From an optimization exercise on the open Yosys and OpenROAD flow, aimed at small area, a short achievable clock period and few clock cycles; shortcuts taken in it are not production practice. RTL that was checked went through simulation tests only; none was proved equivalent to the original. No activity file was given, so power comes from the tool's default toggle rates.

==> job 1391: inputs <==
==> flow/design.v <==
module fb_codec (
    input  wire        clk,
    input  wire        rst,           
    input  wire        cmd_valid,
    output wire        cmd_ready,
    input  wire [7:0]  cmd_op,
    input  wire [15:0] cmd_len,
    input  wire [31:0] cmd_arg,
    input  wire [6:0]  req_flags,
    input  wire [63:0] req_addr,
    input  wire [15:0] req_rcount,
    input  wire [15:0] req_cid,
    input  wire [31:0] req_delay,
    input  wire        in_valid,
    output wire        in_ready,
    input  wire [7:0]  in_data,
    output wire        out_valid,
    input  wire        out_ready,
    output wire [7:0]  out_data,
    output wire        res_valid,
    input  wire        res_ready,
    output wire [7:0]  res_code,
    output wire [31:0] res_data
);
    localparam [1:0] M_PACK = 2'd0, M_UNPACK = 2'd1, M_CRC = 2'd2, M_CHECK = 2'd3;
    reg        pv;
    reg        p_str, p_hdr, p_zero, p_pay, p_f3, p_f4;
    reg [1:0]  p_mode;
    reg        p_any, p_f14, p_t8, p_t21, p_ill, p_chk0;
    reg [20:0] acc;
    reg [4:0]  n;
    reg        emode;           
    reg [15:0] in_rem;          
    reg        rem0, rem1;      
    reg        ob;              
    reg [1:0]  imode, nmode;
    reg        first;           
    reg        in_rdy;
    reg        cmd_rdy;
    reg        ins_okp;         
    reg [7:0]  crc, cb;
    reg        cfin, cfin_chk;
    reg [16:0] oc;              
    reg [3:0]  hp;
    reg [7:0]  hbyte;
    reg        out_v;
    reg [7:0]  out_d;
    reg        res_pend, res_v;
    reg [2:0]  hbytes;          
    reg [22:0] rdata;
    reg [2:0]  rcode;
    function [7:0] crcf(input [7:0] c, input [7:0] b);
        integer k;
        reg [7:0] r;
        begin
            r = c;
            for (k = 0; k < 8; k = k + 1)
                r = (r[0] ^ b[k]) ? ((r >> 1) ^ 8'h8C) : (r >> 1);
            crcf = r;
        end
    endfunction
    function [7:0] rawb(input [3:0] j);
        begin
            case (j)
                4'd0:  rawb = req_addr[7:0];
                4'd1:  rawb = req_addr[15:8];
                4'd2:  rawb = req_addr[23:16];
                4'd3:  rawb = req_addr[31:24];
                4'd4:  rawb = req_addr[39:32];
                4'd5:  rawb = req_addr[47:40];
                4'd6:  rawb = req_addr[55:48];
                4'd7:  rawb = req_addr[63:56];
                4'd8:  rawb = req_rcount[7:0];
                4'd9:  rawb = req_rcount[15:8];
                4'd10: rawb = req_cid[7:0];
                4'd11: rawb = req_cid[15:8];
                4'd12: rawb = req_delay[7:0];
                4'd13: rawb = req_delay[15:8];
                4'd14: rawb = req_delay[23:16];
                default: rawb = req_delay[31:24];
            endcase
        end
    endfunction
    function [3:0] hnext(input [3:0] j, input f3, input f4);
        begin
            if (j == 4'd7)       hnext = f3 ? 4'd8 : 4'd12;
            else if (j == 4'd11) hnext = 4'd12;
            else                 hnext = j + 4'd1;
        end
    endfunction
    function hislast(input [3:0] j, input f3, input f4);
        begin
            hislast = (j == 4'd15) || (j == 4'd11 && !f4) || (j == 4'd7 && !f3 && !f4);
        end
    endfunction
    wire d_pack   = (cmd_op == 8'h01);
    wire d_unpack = (cmd_op == 8'h02);
    wire d_t14    = (cmd_op == 8'h03);
    wire d_f14    = (cmd_op == 8'h04);
    wire d_t21    = (cmd_op == 8'h05);
    wire d_crc    = (cmd_op == 8'h08);
    wire d_check  = (cmd_op == 8'h09);
    wire d_enc    = (cmd_op == 8'h10);
    wire d_nop    = (cmd_op == 8'h00);
    wire d_len0   = (cmd_len == 16'd0);
    wire d_len1   = (cmd_len == 16'd1);
    wire d_hashdr = req_flags[2] | req_flags[3] | req_flags[4];
    wire d_pay    = req_flags[5] & !d_len0;
    wire d_hdr    = d_enc & d_hashdr;
    wire d_str    = ((d_pack | d_unpack | d_crc | d_check) & !d_len0) | (d_enc & !d_hashdr & d_pay);
    wire d_zero   = !d_hdr & !d_str;
    wire [1:0] d_mode = d_unpack ? M_UNPACK : d_crc ? M_CRC : d_check ? M_CHECK : M_PACK;
    wire d_ill    = !(d_nop | d_pack | d_unpack | d_t14 | d_f14 | d_t21 | d_crc | d_check | d_enc);
    wire [3:0] d_hfirst = req_flags[2] ? 4'd0 : req_flags[3] ? 4'd8 : 4'd12;
    wire [7:0] d_hbyte  = req_flags[2] ? req_addr[7:0] : req_flags[3] ? req_rcount[7:0] : req_delay[7:0];
    wire accept   = cmd_valid & cmd_rdy;
    wire out_free = !out_v | out_ready;
    wire can_emit = emode ? (n >= 5'd8) : (n >= 5'd7);
    wire emit     = out_free & can_emit;
    wire [4:0]  n_e   = emit ? (n - (emode ? 5'd8 : 5'd7)) : n;
    wire [20:0] acc_e = emit ? (emode ? (acc >> 8) : (acc >> 7)) : acc;
    wire free   = rem0 & !ob;
    wire hdr    = pv & p_hdr & free;
    wire h_last = hislast(hp, p_f3, p_f4);
    wire h_ins  = hdr & ins_okp & (!h_last | cmd_rdy);
    wire s_take = in_valid & in_rdy;
    wire s_last = ob | rem1;
    wire s_acc  = s_take & !imode[1];
    wire ins    = h_ins | s_acc;
    wire ins_u  = !h_ins & (imode == M_UNPACK);
    wire ins_last = h_ins ? (h_last & !p_pay) : s_last;
    wire [2:0] rho = n_e[2:0];                  
    reg  [6:0] umask;
    always @* begin
        case (rho)
            3'd0: umask = 7'b0000000;
            3'd1: umask = 7'b1111111;
            3'd2: umask = 7'b0111111;
            3'd3: umask = 7'b0011111;
            3'd4: umask = 7'b0001111;
            3'd5: umask = 7'b0000111;
            3'd6: umask = 7'b0000011;
            default: umask = 7'b0000001;
        endcase
        if (!ins_last) umask = 7'b1111111;
    end
    wire [7:0]  ibyte = h_ins ? hbyte : ins_u ? {1'b0, in_data[6:0] & umask} : in_data;
    wire [20:0] acc_i = acc_e | ({13'd0, ibyte} << n_e);
    wire [4:0]  n_p   = n_e + 5'd8;
    wire [4:0]  n_pl  = (n_p <= 5'd14) ? 5'd14 : 5'd21;               
    wire [4:0]  n_ul  = (rho == 3'd0) ? n_e : {n_e[4:3], 3'b000} + 5'd8;  
    wire [4:0]  n_i   = ins_u ? (ins_last ? n_ul : n_e + 5'd7) : (ins_last ? n_pl : n_p);
    wire [1:0]  inc   = ins_u ? ((n_e == 5'd0 || n_e == 5'd8) ? 2'd0 : 2'd1)
                              : ((n_e == 5'd0 || n_e == 5'd7) ? 2'd2 : 2'd1);
    wire [16:0] oc_i  = oc + {15'd0, inc};
    wire [1:0]  nbytes = ins_u ? (n_ul[4] ? 2'd2 : n_ul[3] ? 2'd1 : 2'd0)
                               : ((n_pl == 5'd21) ? 2'd3 : 2'd2);
    wire [7:0] crc_u = crcf(crc, cb);
    wire fin_ins  = ins & ins_last;
    wire fin_zero = accept & p_zero;
    wire fin      = fin_ins | fin_zero | cfin;
    wire out_v_n = emit | (out_v & !out_ready);
    wire [4:0] n_n = ins ? n_i : n_e;
    wire emode_n = ins ? ins_u : emode;
    wire res_pend_n = fin | (res_pend & !(res_v & res_ready));
    wire acc_str  = accept & (p_str | (p_hdr & p_pay));
    wire str_now  = free | s_take;               
    reg  [15:0] in_rem_n;
    reg         rem0_n, rem1_n, ob_n;
    reg  [1:0]  imode_n, nmode_n;
    always @* begin
        in_rem_n = in_rem; rem0_n = rem0; rem1_n = rem1; ob_n = ob;
        imode_n = imode; nmode_n = nmode;
        if (acc_str) begin
            in_rem_n = cmd_len; rem0_n = 1'b0; rem1_n = d_len1;
            nmode_n  = p_mode;
            if (str_now) begin
                imode_n = p_mode; ob_n = 1'b0;
            end else begin
                ob_n = 1'b1;
            end
        end else if (s_take) begin
            if (ob) begin
                ob_n = 1'b0; imode_n = nmode;
            end else begin
                in_rem_n = in_rem - 16'd1;
                rem0_n   = rem1;
                rem1_n   = (in_rem == 16'd2);
            end
        end
    end
    wire cfin_n   = s_take & imode[1] & s_last;
    wire sf_n     = !res_pend_n;
    wire last_n   = ob_n | rem1_n;
    wire has_n    = !rem0_n | ob_n;
    wire okp_n    = (n_n <= 5'd13) & (!emode_n | (n_n == 5'd0));
    wire oku_n    = (n_n <= 5'd14) & (emode_n | (n_n == 5'd0));
    wire acc_ok_n = imode_n[1] | (imode_n[0] ? oku_n : okp_n);
    wire in_rdy_n = has_n & acc_ok_n & (!last_n | (sf_n & !cfin_n));
    wire pv_n     = cmd_valid & !accept;
    wire free_n   = rem0_n & !ob_n;
    wire hdr_n    = pv_n & d_hdr & free_n;
    wire [3:0] hp_n    = h_ins ? hnext(hp, p_f3, p_f4) : hdr ? hp : d_hfirst;
    wire [7:0] hbyte_n = h_ins ? rawb(hnext(hp, p_f3, p_f4)) : hdr ? hbyte : d_hbyte;
    wire hlast_n  = hislast(hp_n, req_flags[3], req_flags[4]);
    wire rdy_zero = free_n & !cfin_n & sf_n;
    wire rdy_str  = free_n | (rem1_n & !ob_n & in_rdy_n);
    wire rdy_hdr  = free_n & hlast_n & okp_n & (d_pay | (sf_n & !cfin_n));
    wire cmd_rdy_n = pv_n & (d_zero ? rdy_zero : d_str ? rdy_str : rdy_hdr);
    reg [22:0] rdata_n;
    reg [2:0]  rcode_n;
    reg [2:0]  hbytes_n;
    always @* begin
        rdata_n  = rdata;
        rcode_n  = rcode;
        hbytes_n = hbytes;
        if (out_v & out_ready & (hbytes != 3'd0))
            hbytes_n = hbytes - 3'd1;
        if (fin_ins) begin
            rdata_n  = {6'd0, oc_i};
            rcode_n  = 3'b000;
            hbytes_n = {1'b0, nbytes} + {2'd0, out_v_n};
        end else if (cfin) begin
            hbytes_n = 3'd0;
            if (cfin_chk) begin
                rdata_n = {6'd0, crc == cb, crc, cb};
                rcode_n = (crc == cb) ? 3'b000 : 3'b100;
            end else begin
                rdata_n = {15'd0, crc_u};
                rcode_n = 3'b000;
            end
        end else if (fin_zero) begin
            hbytes_n = 3'd0;
            rdata_n  = {p_t21 ? cmd_arg[20:14] : 7'd0, 1'b0,
                        p_t21 ? cmd_arg[13:8] : 6'd0, p_t8 & cmd_arg[7],
                        p_f14 & cmd_arg[8], p_any ? cmd_arg[6:0] : 7'd0};
            rcode_n  = p_ill ? 3'b001 : p_chk0 ? 3'b011 : 3'b000;
        end
    end
    always @(posedge clk) begin
        out_d    <= emit ? (emode ? acc[7:0] : {1'b0, acc[6:0]}) : out_d;
        rdata    <= rdata_n;
        rcode    <= rcode_n;
        hp       <= hp_n;
        hbyte    <= hbyte_n;
        in_rem   <= in_rem_n;
        nmode    <= nmode_n;
        if (s_take & imode[1]) begin
            crc <= first ? 8'd0 : crc_u;
            cb  <= in_data;
        end
        cfin_chk <= imode[0];
        p_str  <= d_str;  p_hdr <= d_hdr;  p_zero <= d_zero;  p_pay <= d_pay;
        p_f3   <= req_flags[3];  p_f4 <= req_flags[4];  p_mode <= d_mode;
        p_any  <= d_t14 | d_f14 | d_t21;  p_f14 <= d_f14;  p_t8 <= d_t14 | d_t21;
        p_t21  <= d_t21;  p_ill <= d_ill;  p_chk0 <= d_check & d_len0;
        if (rst) begin
            pv       <= 1'b0;
            acc      <= 21'd0;
            n        <= 5'd0;
            emode    <= 1'b0;
            rem0     <= 1'b1;
            rem1     <= 1'b0;
            ob       <= 1'b0;
            imode    <= M_PACK;
            first    <= 1'b1;
            in_rdy   <= 1'b0;
            cmd_rdy  <= 1'b0;
            ins_okp  <= 1'b1;
            cfin     <= 1'b0;
            oc       <= 17'd0;
            out_v    <= 1'b0;
            res_pend <= 1'b0;
            res_v    <= 1'b0;
            hbytes   <= 3'd0;
        end else begin
            pv       <= pv_n;
            acc      <= ins ? acc_i : acc_e;
            n        <= n_n;
            emode    <= emode_n;
            rem0     <= rem0_n;
            rem1     <= rem1_n;
            ob       <= ob_n;
            imode    <= imode_n;
            first    <= s_take ? s_last : first;
            in_rdy   <= in_rdy_n;
            cmd_rdy  <= cmd_rdy_n;
            ins_okp  <= okp_n;
            cfin     <= cfin_n;
            oc       <= fin_ins ? 17'd0 : ins ? oc_i : oc;
            out_v    <= out_v_n;
            res_pend <= res_pend_n;
            res_v    <= res_pend_n & (hbytes_n == 3'd0);
            hbytes   <= hbytes_n;
        end
    end
    assign cmd_ready = cmd_rdy;
    assign in_ready  = in_rdy;
    assign out_valid = out_v;
    assign out_data  = out_d;
    assign res_valid = res_v;
    assign res_code  = {5'd0, rcode};
    assign res_data  = {9'd0, rdata};
endmodule
==> flow/run.sh <==
#!/bin/bash
# synth_recipe.tcl (not shown) runs the flow's synth.tcl, then flattens the netlist and writes it again
# the make line also repeats each setting of config.mk as NAME=value (left out here)
make -C /OpenROAD-flow-scripts/flow DESIGN_CONFIG=/design/flow/config.mk WORK_HOME=/design/flow/orfs CLKGATE_MAP_FILE= SYNTH_SCRIPT=/design/flow/synth_recipe.tcl finish
==> flow/config.mk <==
export PLATFORM = sky130hd
export DESIGN_NAME = fb_codec
export DESIGN_NICKNAME = fb_codec
export VERILOG_FILES = /design/flow/design.v
export SDC_FILE = /design/flow/constraint.sdc
export NUM_CORES = 4
export LEC_CHECK = 0
export CAP_MARGIN = 20
export CORE_MARGIN = 2
export CORE_UTILIZATION = 40
export PLACE_DENSITY = 0.6
export SLEW_MARGIN = 20
==> flow/constraint.sdc <==
create_clock -name core_clock -period 5.0 [get_ports {clk}]
set_input_delay 1.0000 -clock core_clock [delete_from_list [all_inputs] [get_ports {clk}]]
set_output_delay 1.0000 -clock core_clock [all_outputs]
set_load 0.01 [all_outputs]
==> job 321 (differences from job 1391) <==
==> flow/design.v, changed modules only <==
module fb_codec (
    input  wire        clk,
    input  wire        rst,           
    input  wire        cmd_valid,
    output wire        cmd_ready,
    input  wire [7:0]  cmd_op,
    input  wire [15:0] cmd_len,
    input  wire [31:0] cmd_arg,
    input  wire [6:0]  req_flags,
    input  wire [63:0] req_addr,
    input  wire [15:0] req_rcount,
    input  wire [15:0] req_cid,
    input  wire [31:0] req_delay,
    input  wire        in_valid,
    output wire        in_ready,
    input  wire [7:0]  in_data,
    output wire        out_valid,
    input  wire        out_ready,
    output wire [7:0]  out_data,
    output wire        res_valid,
    input  wire        res_ready,
    output wire [7:0]  res_code,
    output wire [31:0] res_data
);
    localparam [1:0] M_PACK = 2'd0, M_UNPACK = 2'd1, M_CRC = 2'd2, M_CHECK = 2'd3;
    reg        pv;
    reg        p_str, p_hdr, p_zero, p_pay, p_f3, p_f4;
    reg [1:0]  p_mode;
    reg        p_any, p_f14, p_t8, p_t21, p_ill, p_chk0;
    reg [20:0] acc;
    reg [4:0]  n;
    reg        emode;           
    reg [15:0] in_rem;          
    reg        rem0, rem1;      
    reg        ob;              
    reg [1:0]  imode, nmode;
    reg        first;           
    reg        in_rdy;
    reg        cmd_rdy;
    reg        ins_okp;         
    reg [7:0]  crc, cb;
    reg        cfin, cfin_chk;
    reg [16:0] oc;              
    reg [3:0]  hp;
    reg        hl;              
    reg [7:0]  hbyte;
    reg        out_v;
    reg [7:0]  out_d;
    reg        res_pend, res_v;
    reg [1:0]  hacc;            
    reg        hout;            
    reg [22:0] rdata;
    reg [2:0]  rcode;
    function [7:0] crcf(input [7:0] c, input [7:0] b);
        integer k;
        reg [7:0] r;
        begin
            r = c;
            for (k = 0; k < 8; k = k + 1)
                r = (r[0] ^ b[k]) ? ((r >> 1) ^ 8'h8C) : (r >> 1);
            crcf = r;
        end
    endfunction
    function [7:0] rawb(input [3:0] j);
        begin
            case (j)
                4'd0:  rawb = req_addr[7:0];
                4'd1:  rawb = req_addr[15:8];
                4'd2:  rawb = req_addr[23:16];
                4'd3:  rawb = req_addr[31:24];
                4'd4:  rawb = req_addr[39:32];
                4'd5:  rawb = req_addr[47:40];
                4'd6:  rawb = req_addr[55:48];
                4'd7:  rawb = req_addr[63:56];
                4'd8:  rawb = req_rcount[7:0];
                4'd9:  rawb = req_rcount[15:8];
                4'd10: rawb = req_cid[7:0];
                4'd11: rawb = req_cid[15:8];
                4'd12: rawb = req_delay[7:0];
                4'd13: rawb = req_delay[15:8];
                4'd14: rawb = req_delay[23:16];
                default: rawb = req_delay[31:24];
            endcase
        end
    endfunction
    function [3:0] hnext(input [3:0] j, input f3, input f4);
        begin
            case (j)
                4'd0: hnext = 4'd1;   4'd1: hnext = 4'd2;   4'd2: hnext = 4'd3;
                4'd3: hnext = 4'd4;   4'd4: hnext = 4'd5;   4'd5: hnext = 4'd6;
                4'd6: hnext = 4'd7;   4'd7: hnext = f3 ? 4'd8 : 4'd12;
                4'd8: hnext = 4'd9;   4'd9: hnext = 4'd10;  4'd10: hnext = 4'd11;
                4'd11: hnext = 4'd12; 4'd12: hnext = 4'd13; 4'd13: hnext = 4'd14;
                default: hnext = 4'd15;
            endcase
        end
    endfunction
    function hislast(input [3:0] j, input f3, input f4);
        begin
            hislast = (j == 4'd15) || (j == 4'd11 && !f4) || (j == 4'd7 && !f3 && !f4);
        end
    endfunction
    wire d_pack   = (cmd_op == 8'h01);
    wire d_unpack = (cmd_op == 8'h02);
    wire d_t14    = (cmd_op == 8'h03);
    wire d_f14    = (cmd_op == 8'h04);
    wire d_t21    = (cmd_op == 8'h05);
    wire d_crc    = (cmd_op == 8'h08);
    wire d_check  = (cmd_op == 8'h09);
    wire d_enc    = (cmd_op == 8'h10);
    wire d_nop    = (cmd_op == 8'h00);
    wire d_len0   = (cmd_len == 16'd0);
    wire d_len1   = (cmd_len == 16'd1);
    wire d_hashdr = req_flags[2] | req_flags[3] | req_flags[4];
    wire d_pay    = req_flags[5] & !d_len0;
    wire d_hdr    = d_enc & d_hashdr;
    wire d_str    = ((d_pack | d_unpack | d_crc | d_check) & !d_len0) | (d_enc & !d_hashdr & d_pay);
    wire d_zero   = !d_hdr & !d_str;
    wire [1:0] d_mode = d_unpack ? M_UNPACK : d_crc ? M_CRC : d_check ? M_CHECK : M_PACK;
    wire d_ill    = !(d_nop | d_pack | d_unpack | d_t14 | d_f14 | d_t21 | d_crc | d_check | d_enc);
    wire [3:0] d_hfirst = req_flags[2] ? 4'd0 : req_flags[3] ? 4'd8 : 4'd12;
    wire [7:0] d_hbyte  = req_flags[2] ? req_addr[7:0] : req_flags[3] ? req_rcount[7:0] : req_delay[7:0];
    wire accept   = cmd_valid & cmd_rdy;
    wire out_free = !out_v | out_ready;
    wire can_emit = emode ? (n >= 5'd8) : (n >= 5'd7);
    wire emit     = out_free & can_emit;
    wire [20:0] acc_e = emit ? (emode ? (acc >> 8) : (acc >> 7)) : acc;
    wire free   = rem0 & !ob;
    wire hdr    = pv & p_hdr & free;
    wire h_last = hl;
    wire h_ins  = hdr & ins_okp & (!h_last | cmd_rdy);
    wire s_take = in_valid & in_rdy;
    wire s_last = ob | rem1;
    wire s_acc  = s_take & !imode[1];
    wire ins    = h_ins | s_acc;
    wire ins_u  = !h_ins & (imode == M_UNPACK);
    wire ins_last = h_ins ? (h_last & !p_pay) : s_last;
    function [15:0] incr(input [15:0] x);
        integer i;
        reg c;
        begin
            c = 1'b1;
            for (i = 0; i < 16; i = i + 1) begin
                incr[i] = x[i] ^ c;
                c = c & x[i];
            end
        end
    endfunction
    function [15:0] decr(input [15:0] x);
        integer i;
        reg b;
        begin
            b = 1'b1;
            for (i = 0; i < 16; i = i + 1) begin
                decr[i] = x[i] ^ b;
                b = b & !x[i];
            end
        end
    endfunction
    function [4:0] t_em(input [4:0] q, input u);
        integer i;
        begin
            t_em = q;
            for (i = 0; i < 22; i = i + 1)
                if (q == i) t_em = u ? ((i >= 8) ? i - 8 : i) : ((i >= 7) ? i - 7 : i);
        end
    endfunction
    function [4:0] t_ins(input [4:0] q, input u, input last);
        integer i;
        begin
            t_ins = q;
            for (i = 0; i < 22; i = i + 1)
                if (q == i)
                    t_ins = u ? (last ? ((i % 8 == 0) ? i : (i / 8) * 8 + 8) : i + 7)
                              : (last ? (((i + 8 + 6) / 7) * 7) : i + 8);
        end
    endfunction
    function [14:0] t_oh(input [4:0] q);
        integer i;
        begin
            t_oh = 15'd0;
            for (i = 0; i < 15; i = i + 1)
                if (q == i) t_oh[i] = 1'b1;
        end
    endfunction
    function [20:0] t_put(input [7:0] b, input [14:0] oh);
        integer j, k;
        begin
            t_put = 21'd0;
            for (j = 0; j < 21; j = j + 1)
                for (k = 0; k < 8; k = k + 1)
                    if (j - k >= 0 && j - k < 15)
                        t_put[j] = t_put[j] | (b[k] & oh[j - k]);
        end
    endfunction
    wire [4:0]  n_m   = t_em(n, emode);
    wire [14:0] oh0   = t_oh(n);
    wire [14:0] oh1   = t_oh(n_m);
    wire [2:0] rho = n[2:0];
    reg  [6:0] umask;
    always @* begin
        case (rho)
            3'd0: umask = 7'b0000000;
            3'd1: umask = 7'b1111111;
            3'd2: umask = 7'b0111111;
            3'd3: umask = 7'b0011111;
            3'd4: umask = 7'b0001111;
            3'd5: umask = 7'b0000111;
            3'd6: umask = 7'b0000011;
            default: umask = 7'b0000001;
        endcase
        if (!ins_last) umask = 7'b1111111;
    end
    wire [7:0]  ibyte = h_ins ? hbyte : ins_u ? {1'b0, in_data[6:0] & umask} : in_data;
    wire [20:0] acc_i = acc_e | t_put(ibyte, emit ? oh1 : oh0);
    wire [4:0]  ni0   = t_ins(n, ins_u, ins_last);
    wire [4:0]  ni1   = t_ins(n_m, ins_u, ins_last);
    wire [4:0]  n_i   = emit ? ni1 : ni0;
    wire [1:0]  inc   = ins_u ? ((n == 5'd0 || n == 5'd8) ? 2'd0 : 2'd1)
                              : ((n == 5'd0 || n == 5'd7) ? 2'd2 : 2'd1);
    wire        oc_c1 = inc[1] | (inc[0] & oc[0]);      
    wire [15:0] oc_hi = incr(oc[16:1]);
    wire [16:0] oc_i  = {oc_c1 ? oc_hi : oc[16:1], oc[0] ^ inc[0]};
    function [1:0] t_nb(input [4:0] q, input u);
        begin
            t_nb = u ? (q[4] ? 2'd2 : q[3] ? 2'd1 : 2'd0) : ((q == 5'd21) ? 2'd3 : 2'd2);
        end
    endfunction
    wire [1:0]  nbytes = emit ? t_nb(ni1, ins_u) : t_nb(ni0, ins_u);
    wire [7:0] crc_u = crcf(crc, cb);
    wire fin_ins  = ins & ins_last;
    wire fin_zero = accept & p_zero;
    wire fin      = fin_ins | fin_zero | cfin;
    wire out_v_n = emit | (out_v & !out_ready);
    wire [4:0] n_n = ins ? n_i : emit ? n_m : n;
    wire emode_n = ins ? ins_u : emode;
    wire res_pend_n = fin | (res_pend & !(res_v & res_ready));
    wire acc_str  = accept & (p_str | (p_hdr & p_pay));
    wire str_now  = free | s_take;               
    reg  [15:0] in_rem_n;
    reg         rem0_n, rem1_n, ob_n;
    reg  [1:0]  imode_n, nmode_n;
    always @* begin
        in_rem_n = in_rem; rem0_n = rem0; rem1_n = rem1; ob_n = ob;
        imode_n = imode; nmode_n = nmode;
        if (acc_str) begin
            in_rem_n = cmd_len; rem0_n = 1'b0; rem1_n = d_len1;
            nmode_n  = p_mode;
            if (str_now) begin
                imode_n = p_mode; ob_n = 1'b0;
            end else begin
                ob_n = 1'b1;
            end
        end else if (s_take) begin
            if (ob) begin
                ob_n = 1'b0; imode_n = nmode;
            end else begin
                in_rem_n = decr(in_rem);
                rem0_n   = rem1;
                rem1_n   = (in_rem == 16'd2);
            end
        end
    end
    wire cfin_n   = s_take & imode[1] & s_last;
    wire sf_n     = !res_pend_n;
    wire last_n   = ob_n | rem1_n;
    wire has_n    = !rem0_n | ob_n;
    wire okp_n    = (n_n <= 5'd13) & (!emode_n | (n_n == 5'd0));
    wire oku_n    = (n_n <= 5'd14) & (emode_n | (n_n == 5'd0));
    wire acc_ok_n = imode_n[1] | (imode_n[0] ? oku_n : okp_n);
    wire in_rdy_n = has_n & acc_ok_n & (!last_n | (sf_n & !cfin_n));
    wire pv_n     = cmd_valid & !accept;
    wire free_n   = rem0_n & !ob_n;
    wire hdr_n    = pv_n & d_hdr & free_n;
    wire [3:0] hp_n    = h_ins ? hnext(hp, p_f3, p_f4) : hdr ? hp : d_hfirst;
    wire [7:0] hbyte_n = h_ins ? rawb(hnext(hp, p_f3, p_f4)) : hdr ? hbyte : d_hbyte;
    wire hlast_n  = h_ins ? hislast(hnext(hp, p_f3, p_f4), p_f3, p_f4) : hdr ? hl : hislast(d_hfirst, req_flags[3], req_flags[4]);
    wire rdy_zero = free_n & !cfin_n & sf_n;
    wire rdy_str  = free_n | (rem1_n & !ob_n & in_rdy_n);
    wire rdy_hdr  = free_n & hlast_n & okp_n & (d_pay | (sf_n & !cfin_n));
    wire cmd_rdy_n = pv_n & (d_zero ? rdy_zero : d_str ? rdy_str : rdy_hdr);
    reg [22:0] rdata_n;
    reg [2:0]  rcode_n;
    reg [1:0]  hacc_n;
    reg        hout_n;
    always @* begin
        rdata_n  = rdata;
        rcode_n  = rcode;
        hacc_n   = (emit & (hacc != 2'd0)) ? hacc - 2'd1 : hacc;
        hout_n   = emit ? (hacc != 2'd0) : (hout & !out_ready);
        if (fin_ins) begin
            rdata_n  = {6'd0, oc_i};
            rcode_n  = 3'b000;
            hacc_n   = nbytes;
            hout_n   = out_v_n;
        end else if (cfin) begin
            if (cfin_chk) begin
                rdata_n = {6'd0, crc == cb, crc, cb};
                rcode_n = (crc == cb) ? 3'b000 : 3'b100;
            end else begin
                rdata_n = {15'd0, crc_u};
                rcode_n = 3'b000;
            end
        end else if (fin_zero) begin
            rdata_n  = {p_t21 ? cmd_arg[20:14] : 7'd0, 1'b0,
                        p_t21 ? cmd_arg[13:8] : 6'd0, p_t8 & cmd_arg[7],
                        p_f14 & cmd_arg[8], p_any ? cmd_arg[6:0] : 7'd0};
            rcode_n  = p_ill ? 3'b001 : p_chk0 ? 3'b011 : 3'b000;
        end
    end
    always @(posedge clk) begin
        out_d    <= emit ? (emode ? acc[7:0] : {1'b0, acc[6:0]}) : out_d;
        rdata    <= rdata_n;
        rcode    <= rcode_n;
        hp       <= hp_n;
        hl       <= hlast_n;
        hbyte    <= hbyte_n;
        in_rem   <= in_rem_n;
        nmode    <= nmode_n;
        if (s_take & imode[1]) begin
            crc <= first ? 8'd0 : crc_u;
            cb  <= in_data;
        end
        cfin_chk <= imode[0];
        p_str  <= d_str;  p_hdr <= d_hdr;  p_zero <= d_zero;  p_pay <= d_pay;
        p_f3   <= req_flags[3];  p_f4 <= req_flags[4];  p_mode <= d_mode;
        p_any  <= d_t14 | d_f14 | d_t21;  p_f14 <= d_f14;  p_t8 <= d_t14 | d_t21;
        p_t21  <= d_t21;  p_ill <= d_ill;  p_chk0 <= d_check & d_len0;
        if (rst) begin
            pv       <= 1'b0;
            acc      <= 21'd0;
            n        <= 5'd0;
            emode    <= 1'b0;
            rem0     <= 1'b1;
            rem1     <= 1'b0;
            ob       <= 1'b0;
            imode    <= M_PACK;
            first    <= 1'b1;
            in_rdy   <= 1'b0;
            cmd_rdy  <= 1'b0;
            ins_okp  <= 1'b1;
            cfin     <= 1'b0;
            oc       <= 17'd0;
            out_v    <= 1'b0;
            res_pend <= 1'b0;
            res_v    <= 1'b0;
            hacc     <= 2'd0;
            hout     <= 1'b0;
        end else begin
            pv       <= pv_n;
            acc      <= ins ? acc_i : acc_e;
            n        <= n_n;
            emode    <= emode_n;
            rem0     <= rem0_n;
            rem1     <= rem1_n;
            ob       <= ob_n;
            imode    <= imode_n;
            first    <= s_take ? s_last : first;
            in_rdy   <= in_rdy_n;
            cmd_rdy  <= cmd_rdy_n;
            ins_okp  <= okp_n;
            cfin     <= cfin_n;
            oc       <= fin_ins ? 17'd0 : ins ? oc_i : oc;
            out_v    <= out_v_n;
            res_pend <= res_pend_n;
            res_v    <= res_pend_n & (hacc_n == 2'd0) & !hout_n;
            hacc     <= hacc_n;
            hout     <= hout_n;
        end
    end
    assign cmd_ready = cmd_rdy;
    assign in_ready  = in_rdy;
    assign out_valid = out_v;
    assign out_data  = out_d;
    assign res_valid = res_v;
    assign res_code  = {5'd0, rcode};
    assign res_data  = {9'd0, rdata};
endmodule
==> qor summary <==
	job 321	job 1391
Largest net degree at the start of global routing	46	38
Share of the core filled with cells in the final layout	51.4%	54.7%
First-pass GRT wire length	66.0 mm	51.3 mm
Share of the cycle needed by the critical path after routing	88.4%	94.3%
Number of non-clock inverters	39	24
Total wire length	42.8 mm	32.5 mm
Setup slack at placement	0.684 ns	-0.163 ns
Clock share of power	42.3%	44.2%
Met1 Track Usage GR	34.7%	30.6%
Count of sequential standard cells	157	156
Max frequency	226 MHz	212 MHz
Power spent charging and discharging nets	0.000770 W	0.000730 W
Fraction of met2 tracks used by global routing	46.1%	43.0%
Result of the run	timing/DRC/antenna clean	timing/DRC/antenna clean
Final worst path period need	4.42 ns	4.71 ns
Number of cells traversed by the worst register-to-register path	18	20
Testbench counts of job 1391, summed over its fixed seeds: cycles 30,538.
The RTL of job 321 was laid out without a check of its function.

==> separate check: timing with driven ports <==
The results above use ideal ports. As a check the final layouts listed here were re-extracted and re-timed, cells and wires unchanged.
Step 1 (the two cells are an assumption about what drives the block):
set clk [get_ports {clk}]
set_driving_cell -lib_cell sky130_fd_sc_hd__clkbuf_16 $clk
set_driving_cell -lib_cell sky130_fd_sc_hd__buf_2 [delete_from_list [all_inputs] $clk]
Step 2 times the ports against the registers' clock, not the clock port: input delays grow and output delays shrink by t, the midpoint of the rising clock arrivals with the driver on.
a / b / c = ideal ports / drivers / drivers and shift; a / b = the first two.
| run | t, ns | setup slack, ns | latest minus earliest clock arrival (ns) | worst data-port slew with drivers (ns) |
|---|---|---|---|---|
| job 1391 | 0.468 | 0.285 / 0.305 / -0.162 | 0.013 / 0.013 | 0.06 |
| job 321 | 0.478 | 0.578 / 0.578 / 0.578 | 0.017 / 0.018 | 0.07 |
Met with ideal ports but missed after step 2: setup timing in job 1391. The setup slack of job 1391, which loses most, moves by +0.020 ns with the drivers and by -0.447 ns with both steps.
